Context: an optimization exercise on an open-source flow, tuned for small area, a short achievable clock period and few clock cycles. The choices shown serve that exercise and are no tape-out recipe. The RTL was checked by simulation tests, not by an equivalence proof against the original design. Power and IR drop assume default switching activity.

File: design/flow/design.v
module msr_ring (
    input  wire        clk,
    input  wire        rst,
    input  wire        cmd_valid,
    output wire        cmd_ready,
    input  wire [1:0]  cmd_op,
    input  wire [15:0] cmd_arg,
    output reg         rsp_valid,
    output reg  [15:0] rsp_data
);
    localparam RING_CAP = 32;
    localparam R        = 2;             
    localparam NSTEP    = 16 / R;
    localparam OP_PUSH  = 2'd0;
    localparam OP_AVG   = 2'd1;
    localparam OP_SLOT  = 2'd2;
    localparam OP_CUR   = 2'd3;
    reg [15:0]   sr [0:RING_CAP-1];      
    reg [4:0]    cur;
    reg          full;                   
    reg [20:0]   sum;                    
    reg          v1;
    reg [1:0]    op1;
    reg [15:0]   arg1;
    reg          push;                   
    reg          ready;
    assign cmd_ready = ready;
    wire accept = cmd_valid & ready & ~rst;
    reg          busy;
    reg [4:0]    rem;
    reg [2:0]    step;
    reg [6:0]    cur3;                   
    integer i;
    wire [4:0]  cur_nx  = cur + {4'd0, push};
    wire        full_nx = full | (push & (cur == 5'd31));
    reg  [3:0]  pos_lo;
    reg  [7:0]  pos_hi;
    wire [4:0]  pos_nx = cur_nx + ~cmd_arg[4:0];
    reg  [15:0] slot_val;
    integer j, k;
    always @* begin
        slot_val = 16'd0;
        for (j = 0; j < 8; j = j + 1)
            for (k = 0; k < 4; k = k + 1)
                slot_val = slot_val | ({16{pos_hi[j] & pos_lo[k]}} & sr[4*j+k]);
    end
    reg  [16:0] delta;
    reg         push2;                   
    wire [15:0] old    = full ? sr[RING_CAP-1] : 16'd0;
    wire [20:0] sum_nx = push2 ? sum + {{4{delta[16]}}, delta} : sum;
    wire [6:0]  t  = {rem, sum[15:14]};
    wire [7:0]  e1 = {1'b0, t} - {3'b0, cur};
    wire [7:0]  e2 = {1'b0, t} - {2'b0, cur, 1'b0};
    wire [7:0]  e3 = {1'b0, t} - {1'b0, cur3};
    wire        g1 = ~e1[7];
    wire        g2 = ~e2[7];
    wire        g3 = ~e3[7];
    wire [4:0]  drem = g3 ? e3[4:0] : g2 ? e2[4:0] : g1 ? e1[4:0] : t[4:0];
    wire [1:0]  dq   = {g2, g3 | (g1 & ~g2)};
    always @(posedge clk) begin
        if (push) begin
            for (i = RING_CAP - 1; i > 0; i = i - 1)
                sr[i] <= sr[i-1];
            sr[0] <= arg1;
        end
    end
    wire need_div = accept & (cmd_op == OP_AVG) & ~full_nx & (cur_nx != 5'd0);
    reg  div_go;
    always @(posedge clk) begin
        arg1 <= cmd_arg;
        delta <= {1'b0, arg1} - {1'b0, old};
        pos_lo  <= 4'd1 << pos_nx[1:0];
        pos_hi  <= (full_nx | (cmd_arg[4:0] < cur_nx)) ? 8'd1 << pos_nx[4:2] : 8'd0;
        op1  <= cmd_op;
        rem  <= div_go ? sum_nx[20:16] : drem;
        step <= div_go ? 3'd0 : step + 3'd1;
        if (busy)
            rsp_data <= {rsp_data[15-R:0], dq};
        else
            case (op1)
                OP_PUSH: rsp_data <= 16'd0;
                OP_AVG:  rsp_data <= sum_nx[20:5];   
                OP_SLOT: rsp_data <= slot_val;
                default: rsp_data <= {11'd0, cur};
            endcase
        if (rst) begin
            v1        <= 1'b0;
            push      <= 1'b0;
            push2     <= 1'b0;
            div_go    <= 1'b0;
            ready     <= 1'b1;
            cur       <= 5'd0;
            cur3      <= 7'd0;
            full      <= 1'b0;
            sum       <= 21'd0;
            busy      <= 1'b0;
            rsp_valid <= 1'b0;
        end else begin
            v1   <= accept;
            push <= accept & (cmd_op == OP_PUSH) & (cmd_arg != 16'd0);
            push2 <= push;
            div_go <= need_div;
            cur  <= cur_nx;
            if (push)
                cur3 <= cur3 + 7'd3;
            full <= full_nx;
            if (busy)
                sum <= {sum[20:16], sum[15-R:0], sum[15:16-R]};
            else
                sum <= sum_nx;
            if (busy && step == NSTEP - 2)
                ready <= 1'b1;
            if (busy && step == NSTEP - 1)
                busy <= 1'b0;
            if (need_div)
                ready <= 1'b0;
            if (div_go)
                busy <= 1'b1;
            rsp_valid <= busy ? (step == NSTEP - 1) : v1 & ~div_go;
        end
    end
endmodule
File: design/flow/flow/run.sh
#!/bin/bash
# Layout flow: the standard flow (standard synthesis included), with the
# port buffers made plain buffers (buf_4) instead of the delay cells that
# buffer_ports otherwise picks. Each step's log stays in orfs/logs; make's
# own output goes to make_flow.log here.
set -euo pipefail
export BUFFER_PORTS_ARGS="-buffer_cell sky130_fd_sc_hd__buf_4"
bash standard.sh > make_flow.log 2>&1
File: design/flow/standard.sh
#!/bin/bash
# synth_recipe.tcl (not shown) runs the flow's synth.tcl, then flattens the netlist and writes it again
# the make line also repeats each setting of config.mk as NAME=value (left out here)
make -C /OpenROAD-flow-scripts/flow DESIGN_CONFIG=/design/flow/config.mk WORK_HOME=/design/flow/orfs CLKGATE_MAP_FILE= SYNTH_SCRIPT=/design/flow/synth_recipe.tcl "${@:-finish}"
File: design/flow/config.mk
export PLATFORM = sky130hd
export DESIGN_NAME = msr_ring
export DESIGN_NICKNAME = msr_ring
export VERILOG_FILES = /design/flow/design.v
export SDC_FILE = /design/flow/constraint.sdc
export NUM_CORES = 4
export LEC_CHECK = 0
export ABC_CLOCK_PERIOD_IN_PS = 3000
export CAP_MARGIN = 20
export CORE_MARGIN = 2
export CORE_UTILIZATION = 40
export CTS_CLUSTER_DIAMETER = 120
export CTS_CLUSTER_SIZE = 24
export SETUP_SLACK_MARGIN = 5
export SLEW_MARGIN = 20
File: design/flow/constraint.sdc
create_clock -name core_clock -period 8.0 [get_ports {clk}]
set_input_delay 1.6000 -clock core_clock [delete_from_list [all_inputs] [get_ports {clk}]]
set_output_delay 1.6000 -clock core_clock [all_outputs]
set_load 0.01 [all_outputs]
==> reports/metrics.cfg, run 1 <==
[outcome]
status=no timing/DRC/antenna violations

[clock_tree]
cts-htree-levels=1
numCtsBuffers=29
postCtsHoldBufs=0
tritoncts=yes
clkLatencyLatePin_ns=0.63
clock-root-buffer=clkbuf_16
cts_sinks=624
cts_buffer_depth=3
clkTransAtPathRegs_ns=0.10

[route]
post_drt_wl_per_cell_um=28.24
wl_mm=71.51
vias=15650
firstDrtPassIters=6
drtAntennaViolNets=0
drc=0
vias_per_cell=6.182
drt_iter0_drc=2352

[power_and_ir_drop]
leakage_nw=8.872
p_per_area_nw_per_um2=217.0
seqPwrFrac_pct=61.8
swShare_pct=23.83
internal_power_w=0.004491
comb_power_share_pct=9.4
p_switching_w=0.001405
peakVddDrop_mv=0.1574
clock_power_share_pct=28.8

[floorplan]
fp.dieArea_um2=64010
start_util_pct=40.34
row_count=91
fp.dieW_um=253.0
die_y_um=253.0
io_pins=39
core_area_um2=61480

[cells_and_area]
layout_commonest_cell=edfxtp_1
drive_above_1_share_pct=9.937
fin_area_um2=27180
area.sequential_um2=17630
final_cells=2532
syn_to_final_growth_pct=9.575
nNetsFinal=1812
multi_input_area_um2=6860
final_cell_mix=edfxtp_1, a22oi_1, dfxtp_1
nFillCells=5499

[place]
dp_slack_ns=4.709
gp_congestion=0.8860
port_buffers=38
dp_hpwl_mm=47.04
placed_area_um2=26170
dp_cells=2471

[timing]
fin_ws_ns=5.080
rsz0062_at_grt=yes
setup_viol=0
fin_hold_ws_ns=0.4411
maxSlewHeadroom_pct=22.96
finClkSkew_ns=0.02648
clock.fmax_mhz=342.5
slew_violations=0
period_minus_slack_ns=2.920
worst_pin_slew_ns=1.156
fin_crit_sh_pct=36.50
finalHoldViolations=0
tns_ns=0

[synthesis]
syn_inst=1679
ys_warn_count=2
yosysSeqAreaShare_pct=71.03
synth_top_family_by_area=compound AO/OA/AOI/OAI gates
synth.net_count=1773
yosys.area_share.simple_pct=6.326
synth_edf_count=512
synth_area_per_cell_um2=14.77
synth_mux_area_share_pct=0.8475
synthXorXnorAreaFrac_pct=1.554
yosys_register_bits=624
ys.flop_type=edfxtp_1
async_flop_share_pct=0
synth_compound_area_share_pct=14.36
synthAdderAreaFrac_pct=3.864
syn-cell-area_um2=24800
synth_cell_types=73

[critical_path]
cp_data_required_time_ns=8.52
cp-end-kind=flop
startpoint_type=flop
critPathArrivalTime_ns=3.44
crit_path_max_fanout=14
criticalPathCategory=reg2reg

[grt]
overflow=0
grt_pass1_wl_mm=102.3
antenna_found_initial=2
grt_max_degree=95
track_usage_pct=21.96
grt_pass1_vias=15130

[worst_hold_path]
hp-class=reg2reg

[job]
cap_violations=0

-- registers in the layout, indices dropped and copies added (netlist names), 2 cells and up --
signal	cells
pos_hi	8
arg1	16
delta	17
rsp_data	16
cur	5
pos_lo	4
op1	2
step	3
sum	21
cur3	7
sr	512
rem	5
-- cells in the mapped netlist (3+ instances only) --
cell       instances  share of area [%]
a211oi_1          23               0.70
a211oi_2           3               0.15
a21boi_0           3              0.091
a21o_1            10               0.30
a21oi_1           55                1.1
a221o_1            3               0.12
a221oi_1          38                1.3
a222oi_1          30                1.2
a22o_1            59                2.1
a22oi_1          122                3.7
a31oi_1           17               0.43
and2_0             5               0.13
and2_1            32               0.81
buf_1              6              0.091
clkbuf_1          73                1.1
clkinv_1           4              0.061
dfxtp_1          112                9.0
edfxtp_1         512                 62
fa_1               6               0.48
ha_1              67                3.4
inv_1             50               0.76
mux2_2             6               0.27
mux2i_1           12               0.48
nand2_1           63               0.95
nand2b_1           5               0.13
nand3_1           24               0.48
nand3b_1           4               0.12
nand4_1           28               0.71
nor2_1            88                1.3
nor2b_1           20               0.50
nor3_1            18               0.36
nor4_1            12               0.30
o2111ai_1          7               0.25
o211ai_1           8               0.24
o21a_1            15               0.45
o21ai_0           31               0.63
o21ai_1            6               0.12
o221ai_1           4               0.14
o31ai_1            5               0.15
or3_1              6               0.15
xnor2_1           34                1.2
xor2_1            10               0.35
-- area by class of cell --
type,instances,area share (%)
Antenna cell,1,0.009208
Clock buffer,53,3.002
Clock inverter,1,0.03223
Inverter,54,0.7459
Multi-Input combinational cell,922,25.24
Sequential cell,624,64.87
Tap cell,790,3.637
Timing Repair Buffer,87,2.459
-- stage by stage --
| step | total power (W) | utilization (%) |
|---|---|---|
| after CTS | 0.005894 | 43.96 |
| after global routing | 0.006100 | 44.20 |
| after floorplan | 0.004048 | - |
| after detailed placement | 0.004231 | 42.56 |
| final | 0.005897 | 44.20 |
| after global placement | 0.004224 | 42.55 |
-- routing by layer --
layer | up-vias | track usage, % | part of all wire [%]
met1 | 7815 | 30.68 | 40
met2 | 946 | 33.20 | 44
li1 | 6736 | - | -
met3 | 154 | 5.849 | 12
met4 | 2 | 7.422 | 4.0
met5 | - | 0 | 0.018
-- final timing paths --
path,startpoint,to,slack [ns],cells after the start
hold / removal,sr[16][0],sr[17][0],0.44,0
setup reg to reg,pos_hi[4],rsp_data[5],5.08,9
setup / recovery,pos_hi[4],rsp_data[5],5.08,9
hold reg to reg,sr[16][0],sr[17][0],0.44,0
-- power by group through the flow --
stage / logic (W) / clock network, W / registers [W]
floorplan: 0.000339 / 0 / 0.00371
finish: 0.000553 / 0.00170 / 0.00364
global placement: 0.000507 / 0 / 0.00372
detailed placement: 0.000516 / 0 / 0.00372
global route: 0.000605 / 0.00184 / 0.00365
CTS: 0.000522 / 0.00173 / 0.00364
-- timing repair --
item	in CTS	in global routing
gates resized for setup	7	23
pin swaps	1	7
endpoints found under the setup margin	15	15
buffers inserted	1	5
-- worst max-delay path, stage by stage (launching register included) --
cell      delay (ns)
dfxtp_1         0.31
buf_4           0.22
and2_1          0.47
buf_4           0.33
a22o_1          0.25
a221oi_1        0.21
nand3_1         0.17
nor4_4          0.51
o221ai_1        0.20
o21a_1          0.14
-- cell families after synthesis --
logic type,after synthesis
simple gates,316
flops,624
fa+ha+maj,73
compound gates,469
mux,20
xor+xnor,44
buf+inv,133
Testbench counts, summed over its fixed seeds: cycles 8,328.
==> run 2: changes to the inputs <==
==> design/flow/flow/run.sh (replaced) <==
#!/bin/bash
# Layout flow: the standard flow (standard synthesis included), with the
# port buffers made plain buffers (buf_4) instead of the delay cells that
# buffer_ports otherwise picks, and timing repair aimed at a tighter setup
# margin. Each step's log stays in orfs/logs; make's own output goes to
# make_flow.log here.
set -euo pipefail
export BUFFER_PORTS_ARGS="-buffer_cell sky130_fd_sc_hd__buf_4"
export SETUP_SLACK_MARGIN=5.4
bash standard.sh > make_flow.log 2>&1
--- a/design/flow/config.mk
+++ b/design/flow/config.mk
@@ -13,3 +13,2 @@
 export CTS_CLUSTER_SIZE = 24
-export SETUP_SLACK_MARGIN = 5
 export SLEW_MARGIN = 20
==> reports/metrics.cfg, run 2 <==
[critical_path]
startpoint_type=flop
crit_chain=buf_6
cp_data_required_time_ns=6.40
critical_path_buf_inv_count=1
max_stage_delay_ns=0.37
slowest_stage=dfxtp_4
crit_path_max_fanout=2
criticalPathCategory=reg2out
cp-end-kind=primary output
critPathArrivalTime_ns=1.11
crit_family=flip-flops

[outcome]
status=no timing/DRC/antenna violations

[synthesis]
syn-cell-area_um2=24800
yosys_register_bits=624
yosysTopAreaCell=edfxtp_1
synth_cell_types=73
synth.net_count=1773
ys.flop_type=edfxtp_1
ys_top_cells_by_area=edfxtp_1, dfxtp_1, a22oi_1
synth_top_area_share_pct=61.99
ys_warn_count=2
synth_edf_count=512
syn_inst=1679
synth_commonest_cells=edfxtp_1, a22oi_1, dfxtp_1
yosysSeqAreaShare_pct=71.03
synth_area_per_cell_um2=14.77
yosysMostFrequentCell=edfxtp_1
async_flop_share_pct=0

[power_and_ir_drop]
comb_power_share_pct=10.5
seqPwrFrac_pct=61.1
internal_power_w=0.004534
leakage_nw=9.255
p_per_area_nw_per_um2=211.6
swShare_pct=24.01
power.total_w=0.005966
p_switching_w=0.001433
peakVddDrop_mv=0.1755
clock_power_share_pct=28.4

[place]
gp_congestion=0.8738
dp_cells=2470
dp_hpwl_mm=45.90
port_buffers=38
placed_area_um2=26210
dp_slack_ns=4.605

[floorplan]
fp.dieArea_um2=64010
core_area_um2=61480
fp.dieW_um=253.0
row_count=91
die_y_um=253.0
start_util_pct=40.34
io_pins=39

[cells_and_area]
drive_above_1_share_pct=17.61
nNetsFinal=1855
syn_to_final_growth_pct=13.68
fin_area_um2=28190
top_regs=sr x512, sum x21, delta x17
final_cell_mix=edfxtp_1, a22oi_1, buf_4
regMostFlops=sr
diodes=0
largest_reg_flops=512
nFillCells=5312
final_cells=2573
layout_commonest_cell=edfxtp_1

[grt]
overflow=0
antenna_found_initial=1
grt_pass1_wl_mm=103.2
track_usage_pct=21.92
grt_max_degree=164
grt_pass1_vias=15410

[clock_tree]
cts_sinks=624
cts-htree-levels=1
clock-root-buffer=clkbuf_16
clkTransAtPathRegs_ns=0.11
numCtsBuffers=29
cts_buffer_depth=3
clkLatencyLatePin_ns=0.62
tritoncts=yes
postCtsHoldBufs=0

[route]
wl_met1_mm=29.02
drtAntennaViolNets=0
drc=0
firstDrtPassIters=6
post_drt_wl_per_cell_um=27.87
drt_iter0_drc=2257
vias_per_cell=6.168
topRoutingLayerUsed=met5
vias=15870
dr_wl_met2_mm=32.26
met3_length_mm=8.439
wl_mm=71.72

[timing]
rsz0062_at_grt=yes
finalHoldViolations=0
period_minus_slack_ns=2.711
fin_ws_ns=5.289
setup_viol=0
fin_crit_sh_pct=33.89
clock.fmax_mhz=368.8
maxSlewHeadroom_pct=37.30
worst_pin_slew_ns=0.9405
slew_violations=0
finClkSkew_ns=0.01532
tns_ns=0

[job]
cap_violations=0

[worst_hold_path]
hp-class=reg2reg

-- run 2: cell counts after synthesis --
No cell type changed its count.
-- run 2: logic make-up after synthesis --
logic type | Yosys count | synth area share (%)
AO/OA/AOI/OAI | 469 | 14.36
XOR/XNOR | 44 | 1.554
adder cells (fa/ha/maj) | 73 | 3.864
buffers and inverters | 133 | 2.013
flip-flops | 624 | 71.03
multiplexers | 20 | 0.8475
AND/OR/NAND/NOR | 316 | 6.326
-- run 2: power groups by stage --
stage | Sequential [W] | Combinational [W] | Clock (W)
global route | 0.00365 | 0.000675 | 0.00182
detailed placement | 0.00371 | 0.000519 | 0
floorplan | 0.00371 | 0.000339 | 0
CTS | 0.00364 | 0.000588 | 0.00173
global placement | 0.00371 | 0.000511 | 0
finish | 0.00364 | 0.000625 | 0.00170
-- run 2: stage by stage --
| stage | hold WS [ns] | utilization, % |
|---|---|---|
| after floorplan | 0.4019 | - |
| after global placement | 0.4160 | 42.61 |
| after detailed placement | 0.4287 | 42.62 |
| after CTS | 0.4503 | 45.23 |
| after global routing | 0.4591 | 45.86 |
| final | 0.4497 | 45.86 |
-- run 2: metal layers --
layer  vias to the layer above  global-route usage, %
met4                         2                  5.579
met1                      8007                  30.55
met2                       933                  33.90
met3                       100                  6.024
li1                       6829                      -
met5                         -                      0
-- run 2: cell type report --
type                    instances  area, µm²  area share [%]
inverters                      54      206.4          0.7322
multi-input cells             922       7282           25.83
well taps                     790      988.4           3.506
clock buffers                  52      812.0           2.880
repair buffers                130       1221           4.331
flip-flops and latches        624      17680           62.69
clock inverters                 1      8.758         0.03106
-- run 2: final timing paths --
kind	from	to	slack (ns)	depth (start not counted)
setup / recovery	rsp_data[3]	rsp_data[3]	5.29	1
hold reg to reg	sr[4][4]	sr[5][4]	0.45	0
setup reg to reg	sum[0]	sum[20]	5.29	10
hold / removal	sr[4][4]	sr[5][4]	0.45	0
-- run 2: repair_timing --
item                       in CTS  in global routing
setup endpoints to repair     220                220
pin swaps                      41                 44
gates resized for setup       144                 69
buffers inserted               36                 12
cloned                          1                  1
==> run 3: changes to the inputs <==
--- a/design/flow/flow/run.sh
+++ b/design/flow/flow/run.sh
@@ -8,3 +8,3 @@
 export BUFFER_PORTS_ARGS="-buffer_cell sky130_fd_sc_hd__buf_4"
-export SETUP_SLACK_MARGIN=5.4
+export SETUP_SLACK_MARGIN=5.25
 bash standard.sh > make_flow.log 2>&1
==> reports/metrics.cfg, run 3 <==
[route]
drc=0
wl_mm=72.08
firstDrtPassIters=8
vias_per_cell=6.208
drt_iter0_drc=2540
post_drt_wl_per_cell_um=28.27
vias=15830
drtAntennaViolNets=0

[floorplan]
fp.dieArea_um2=64010
die_y_um=253.0
row_count=91
start_util_pct=40.34
core_area_um2=61480
fp.dieW_um=253.0
io_pins=39

[synthesis]
synth_cell_types=73
yosysSeqAreaShare_pct=71.03
syn_inst=1679
synth_edf_count=512
yosys_register_bits=624
yosysMostFrequentCell=edfxtp_1
async_flop_share_pct=0
syn-cell-area_um2=24800
synth_area_per_cell_um2=14.77
synth_commonest_cells=edfxtp_1, a22oi_1, dfxtp_1
ys.flop_type=edfxtp_1
yosysTopAreaCell=edfxtp_1
ys_warn_count=2
ys_top_cells_by_area=edfxtp_1, dfxtp_1, a22oi_1
synth.net_count=1773
synth_top_area_share_pct=61.99

[clock_tree]
clkLatencyLatePin_ns=0.63
tritoncts=yes
postCtsHoldBufs=0
cts_sinks=624
cts-htree-levels=1
clkTransAtPathRegs_ns=0.10
cts_buffer_depth=3
numCtsBuffers=29
clock-root-buffer=clkbuf_16

[cells_and_area]
final_cell_mix=edfxtp_1, a22oi_1, buf_4
nNetsFinal=1831
area.sequential_um2=17650
nFillCells=5409
multi_input_area_um2=7042
largest_reg_flops=512
final_cells=2550
syn_to_final_growth_pct=11.26
regMostFlops=sr
top_regs=sr x512, sum x21, delta x17
drive_above_1_share_pct=13.47
diodes=0
postLayoutCoreUtil_pct=44.88
layout_commonest_cell=edfxtp_1

[place]
dp_hpwl_mm=45.87
port_buffers=38
gp_congestion=0.8465
dp_cells=2470

[critical_path]
timing.rr.end=rsp_data[2]
cp_data_required_time_ns=8.51
startpoint=pos_hi[1]
r2r-start=pos_hi[1]
rr_worst_depth=10
crit_path_max_fanout=19
startpoint_type=flop
criticalPathCategory=reg2reg
endpoint=rsp_data[2]
cp-end-kind=flop
reg2reg_slack_ns=5.27
critPathArrivalTime_ns=3.24

[timing]
rsz0062_at_grt=yes
slew_violations=0
finalHoldViolations=0
finClkSkew_ns=0.02303
period_minus_slack_ns=2.731
setup_viol=0
fin_crit_sh_pct=34.13
maxSlewHeadroom_pct=15.31
clock.fmax_mhz=366.2
fin_hold_ws_ns=0.4378
tns_ns=0
worst_pin_slew_ns=1.270

[worst_hold_path]
hp-class=reg2reg

[power_and_ir_drop]
p_per_area_nw_per_um2=213.9
peakVddDrop_mv=0.1967
leakage_nw=9.026

[grt]
overflow=0
busiest_layer=met2
grt_pass1_wl_mm=104.0
gr-usage-met3_pct=4.461
track_usage_pct=22.08
grt_pass1_vias=15380
grt_max_degree=200
antenna_found_initial=1
grt_util_met2_pct=34.07
gr-usage-met1_pct=31.63

[job]
cap_violations=0

[outcome]
status=no timing/DRC/antenna violations

==> run 3: cell types whose count changed in the layout (fill, tap and decap cells not counted), sizes merged <==
cell	delta
bufbuf	-1
buf	-21
clkbuf	-1
==> run 3: kinds of logic after synthesis <==
logic type | count (synthesis) | share of synthesized area [%]
buffers and inverters | 133 | 2.013
AOI/OAI and AO/OA | 469 | 14.36
muxes | 20 | 0.8475
DFF | 624 | 71.03
xor gates and xnor gates | 44 | 1.554
adders and majority gates | 73 | 3.864
and+or+nand+nor | 316 | 6.326
==> run 3: worst min path at each step <==
stage / startpoint / endpoint / cells past startpoint
after floorplan: step[0] / step[0] / 1
after global placement: step[0] / step[0] / 1
after detailed placement: arg1[5] / sr[0][5] / 0
after CTS: sr[4][5] / sr[5][5] / 0
after global routing: sr[12][0] / sr[13][0] / 0
final: sr[4][5] / sr[5][5] / 0
==> run 3: per-layer routing <==
layer	vias up	routed length, µm
li1	6771	-
met1	8059	29920
met2	887	32380
met4	0	2274
met5	-	0
met3	114	7504
==> run 3: metrics by stage <==
| stage | total power, W | worst slack [ns] | cell area (µm²) |
|---|---|---|---|
| 6_report | 0.005902 | 5.269 | 27590 |
| 5_1_grt | 0.006091 | 5.163 | 27590 |
| 4_1_cts | 0.005904 | 5.175 | 27300 |
| 3_5_place_dp | 0.004228 | 4.688 | 26190 |
| 3_3_place_gp | 0.004222 | 4.649 | 26190 |
| 2_1_floorplan | 0.004048 | 2.203 | 24860 |
==> run 3: where the power goes <==
| group | switching [W] | leakage (nW) | internal (W) |
|---|---|---|---|
| logic | 0.000335 | 3.06 | 0.000229 |
| clock network | 0.000999 | 0.390 | 0.000695 |
| registers | 0.0000708 | 5.58 | 0.00357 |
==> run 3: final cells by class <==
type                            count  area share [%]
Multi-Input combinational cell    922           25.52
Tap cell                          790           3.582
Timing Repair Buffer              106           3.188
Inverter                           54          0.7482
Sequential cell                   624           63.97
Clock inverter                      1         0.03174
Clock buffer                       53           2.957
==> run 3: what timing repair did <==
action	CTS	global route
setup buffers	11	14
gates resized for setup	56	42
endpoints found under the setup margin	132	35
pin swaps	18	24
==> run 3: worst max-delay path, stage by stage (launching register included) <==
cell and delay (ns):
dfxtp_1 0.31, buf_4 0.25, and2_1 0.38, buf_4 0.29, a22o_1 0.20, a221oi_1 0.24, nand4_1 0.14, nor3_1 0.18
and2_1 0.25, o221ai_1 0.19, o21a_1 0.16
==> run 4: changes to the inputs <==
--- a/design/flow/design.v
+++ b/design/flow/design.v
@@ -66,4 +66,6 @@
     end
-    wire need_div = accept & (cmd_op == OP_AVG) & ~full_nx & (cur_nx != 5'd0);
+    wire need_div  = accept & (cmd_op == OP_AVG) & ~full_nx & (cur_nx != 5'd0);
+    wire start_now = need_div & ~push;
     reg  div_go;
+    wire div_start = start_now | div_go;
     always @(posedge clk) begin
@@ -74,4 +76,4 @@
         op1  <= cmd_op;
-        rem  <= div_go ? sum_nx[20:16] : drem;
-        step <= div_go ? 3'd0 : step + 3'd1;
+        rem  <= div_start ? sum_nx[20:16] : drem;
+        step <= div_start ? 3'd0 : step + 3'd1;
         if (busy)
@@ -101,3 +103,3 @@
             push2 <= push;
-            div_go <= need_div;
+            div_go <= need_div & push;
             cur  <= cur_nx;
@@ -116,3 +118,3 @@
                 ready <= 1'b0;
-            if (div_go)
+            if (div_start)
                 busy <= 1'b1;
==> reports/metrics.cfg, run 4 <==
[outcome]
status=no timing/DRC/antenna violations

[clock_tree]
numCtsBuffers=29
clkLatencyLatePin_ns=0.63
tritoncts=yes
cts_buffer_depth=3
cts-htree-levels=1
clkTransAtPathRegs_ns=0.10
cts_sinks=624
clock-root-buffer=clkbuf_16
postCtsHoldBufs=0

[cells_and_area]
layout_commonest_cell=edfxtp_1
top_regs=sr x512, sum x21, delta x17
largest_reg_flops=512
nFillCells=5394
drive_above_1_share_pct=12.63
final_cell_mix=edfxtp_1, a22oi_1, dfxtp_1
nNetsFinal=1829
regMostFlops=sr
diodes=0
syn_to_final_growth_pct=11.07

[timing]
worst_pin_slew_ns=1.040
finClkSkew_ns=0.02275
finalHoldViolations=0
maxSlewHeadroom_pct=29.99
period_minus_slack_ns=2.722
setup_viol=0
clock.fmax_mhz=367.4
slew_violations=0
tns_ns=0
fin_crit_sh_pct=34.03
rsz0062_at_grt=yes
fin_hold_ws_ns=0.4396

[power_and_ir_drop]
p_switching_w=0.001404
leakage_nw=9.058
power.total_w=0.005893
internal_power_w=0.004489
swShare_pct=23.82
comb_power_share_pct=9.5
seqPwrFrac_pct=61.9
p_per_area_nw_per_um2=213.5
peakVddDrop_mv=0.1643
clock_power_share_pct=28.6

[floorplan]
start_util_pct=40.34
io_pins=39
die_y_um=253.3
fp.dieArea_um2=64140
fp.dieW_um=253.3
core_area_um2=61600
row_count=91

[place]
gp_congestion=0.8719
dp_hpwl_mm=46.68
port_buffers=38

[synthesis]
synth_area_per_cell_um2=14.70
syn_inst=1691
synth_cell_types=71
ys_top_cells_by_area=edfxtp_1, dfxtp_1, ha_1
yosysMostFrequentCell=edfxtp_1
ys_warn_count=2
syn-cell-area_um2=24850
synth_edf_count=512
synth.net_count=1785
yosysTopAreaCell=edfxtp_1
synth_commonest_cells=edfxtp_1, dfxtp_1, a22oi_1
ys.flop_type=edfxtp_1
yosysSeqAreaShare_pct=70.89
yosys_register_bits=624
synth_top_area_share_pct=61.87
async_flop_share_pct=0

[critical_path]
cp-end-kind=primary output
crit_path_max_fanout=2
slowest_stage=dfxtp_4
cp_data_required_time_ns=6.40
criticalPathCategory=reg2out
critPathArrivalTime_ns=1.12
max_stage_delay_ns=0.39
critical_path_buf_inv_count=1
crit_family=flip-flops
startpoint_type=flop
crit_chain=buf_6

[route]
post_drt_wl_per_cell_um=27.85
drtAntennaViolNets=0
vias=15890
firstDrtPassIters=7
wl_mm=72.27
vias_per_cell=6.125
drc=0
drt_iter0_drc=2406

[grt]
antenna_found_initial=1
grt_max_degree=90
overflow=0
grt_pass1_vias=15450
grt_pass1_wl_mm=103.9
track_usage_pct=22.08

[worst_hold_path]
hp-class=reg2reg

[job]
cap_violations=0

-- run 4: cell count changes after synthesis, moves of 7 or more --
cell     change
a32oi_1     +10
buf_2        +7
nor2b_1      -7
nor3_1      +12
mux2i_1      +7
a22oi_1     -11
-- run 4: through the flow --
step	cell area, µm²	worst slack, ns	util (%)	std cells
2_1_floorplan	24920	2.190	-	1691
3_3_place_gp	26230	4.531	42.59	2521
5_1_grt	27600	5.226	44.81	2595
4_1_cts	27340	5.251	44.38	2583
3_5_place_dp	26230	4.514	42.59	2521
6_report	27600	5.278	44.81	2595
-- run 4: what timing repair did --
item                                    4_1_cts  5_1_grt
gates resized for setup                      47       50
hold endpoints to repair                      0        0
gates cloned                                  1        0
pin swaps                                     5       15
endpoints found under the setup margin      189       40
buffers inserted                              7       12
-- run 4: cell families (layout without fill, tap and decap cells) --
group                      Yosys count  count (layout)  synth area share, %
AOI/OAI and AO/OA                  466             466                14.25
xor gates and xnor gates            45              45                1.586
adders and majority gates           73              73                3.857
buffers and inverters              136             203                2.089
DFF                                624             624                70.89
muxes                               22              22               0.9012
and+or+nand+nor                    325             325                6.429
-- run 4: final cells by class --
class | count | area, µm² | share of cell area, %
Sequential cell | 624 | 17650 | 63.94
Timing Repair Buffer | 96 | 829.5 | 3.005
Inverter | 53 | 198.9 | 0.7207
Tap cell | 837 | 1047 | 3.794
Clock buffer | 53 | 815.8 | 2.955
Multi-Input combinational cell | 931 | 7053 | 25.55
Clock inverter | 1 | 8.758 | 0.03173
-- run 4: path summary, 6_finish.rpt --
kind	startpoint	endpoint	slack [ns]	depth (start not counted)
setup / recovery	rsp_data[5]	rsp_data[5]	5.28	1
hold reg to reg	sr[4][6]	sr[5][6]	0.44	0
setup reg to reg	pos_hi[5]	rsp_data[2]	5.30	9
hold / removal	sr[4][6]	sr[5][6]	0.44	0
-- run 4: power by group through the flow --
stage          logic [W]  clock network (W)  registers, W
2_1_floorplan   0.000345                  0       0.00371
3_3_place_gp    0.000505                  0       0.00372
3_5_place_dp    0.000514                  0       0.00372
4_1_cts         0.000539            0.00171       0.00365
5_1_grt         0.000613            0.00183       0.00365
6_report        0.000559            0.00169       0.00365
-- run 4: routing by layer --
| metal | GRT usage [%] | share of wire [%] |
|---|---|---|
| met5 | 0 | 0.014 |
| met3 | 4.030 | 10 |
| met4 | 7.726 | 3.8 |
| met1 | 31.40 | 41 |
| met2 | 33.99 | 44 |
Testbench counts of run 4, summed over its fixed seeds: cycles 8,251.

[re-timing with driven ports]
Ports are ideal in the flow. The routed layouts listed here were re-timed in OpenROAD. Step 1 (the two cells are an assumption about what drives the block):
set clk [get_ports {clk}]
set_driving_cell -lib_cell sky130_fd_sc_hd__clkbuf_16 $clk
set_driving_cell -lib_cell sky130_fd_sc_hd__buf_2 [delete_from_list [all_inputs] $clk]
Step 2 moves the port delays by t, midway between the first and last clock arrival at a register: inputs arrive t later, outputs are due t later. That takes back most of the time a late clock gives input paths. Slacks: ideal / step 1 / step 2; pairs: ideal / step 1.
run | t (ns) | setup WS [ns] | worst data-port slew with drivers (ns)
run 1 | 0.671 | 5.080 / 5.080 / 4.714 | 0.11
run 2 | 0.673 | 5.289 / 5.230 / 4.858 | 0.04
run 3 | 0.671 | 5.269 / 5.229 / 4.773 | 0.04
run 4 | 0.673 | 5.278 / 5.219 / 4.707 | 0.07
After both steps every run listed still meets setup and hold. The setup slack of run 4, which loses most, moves by -0.059 ns with the drivers and by -0.571 ns with both steps.
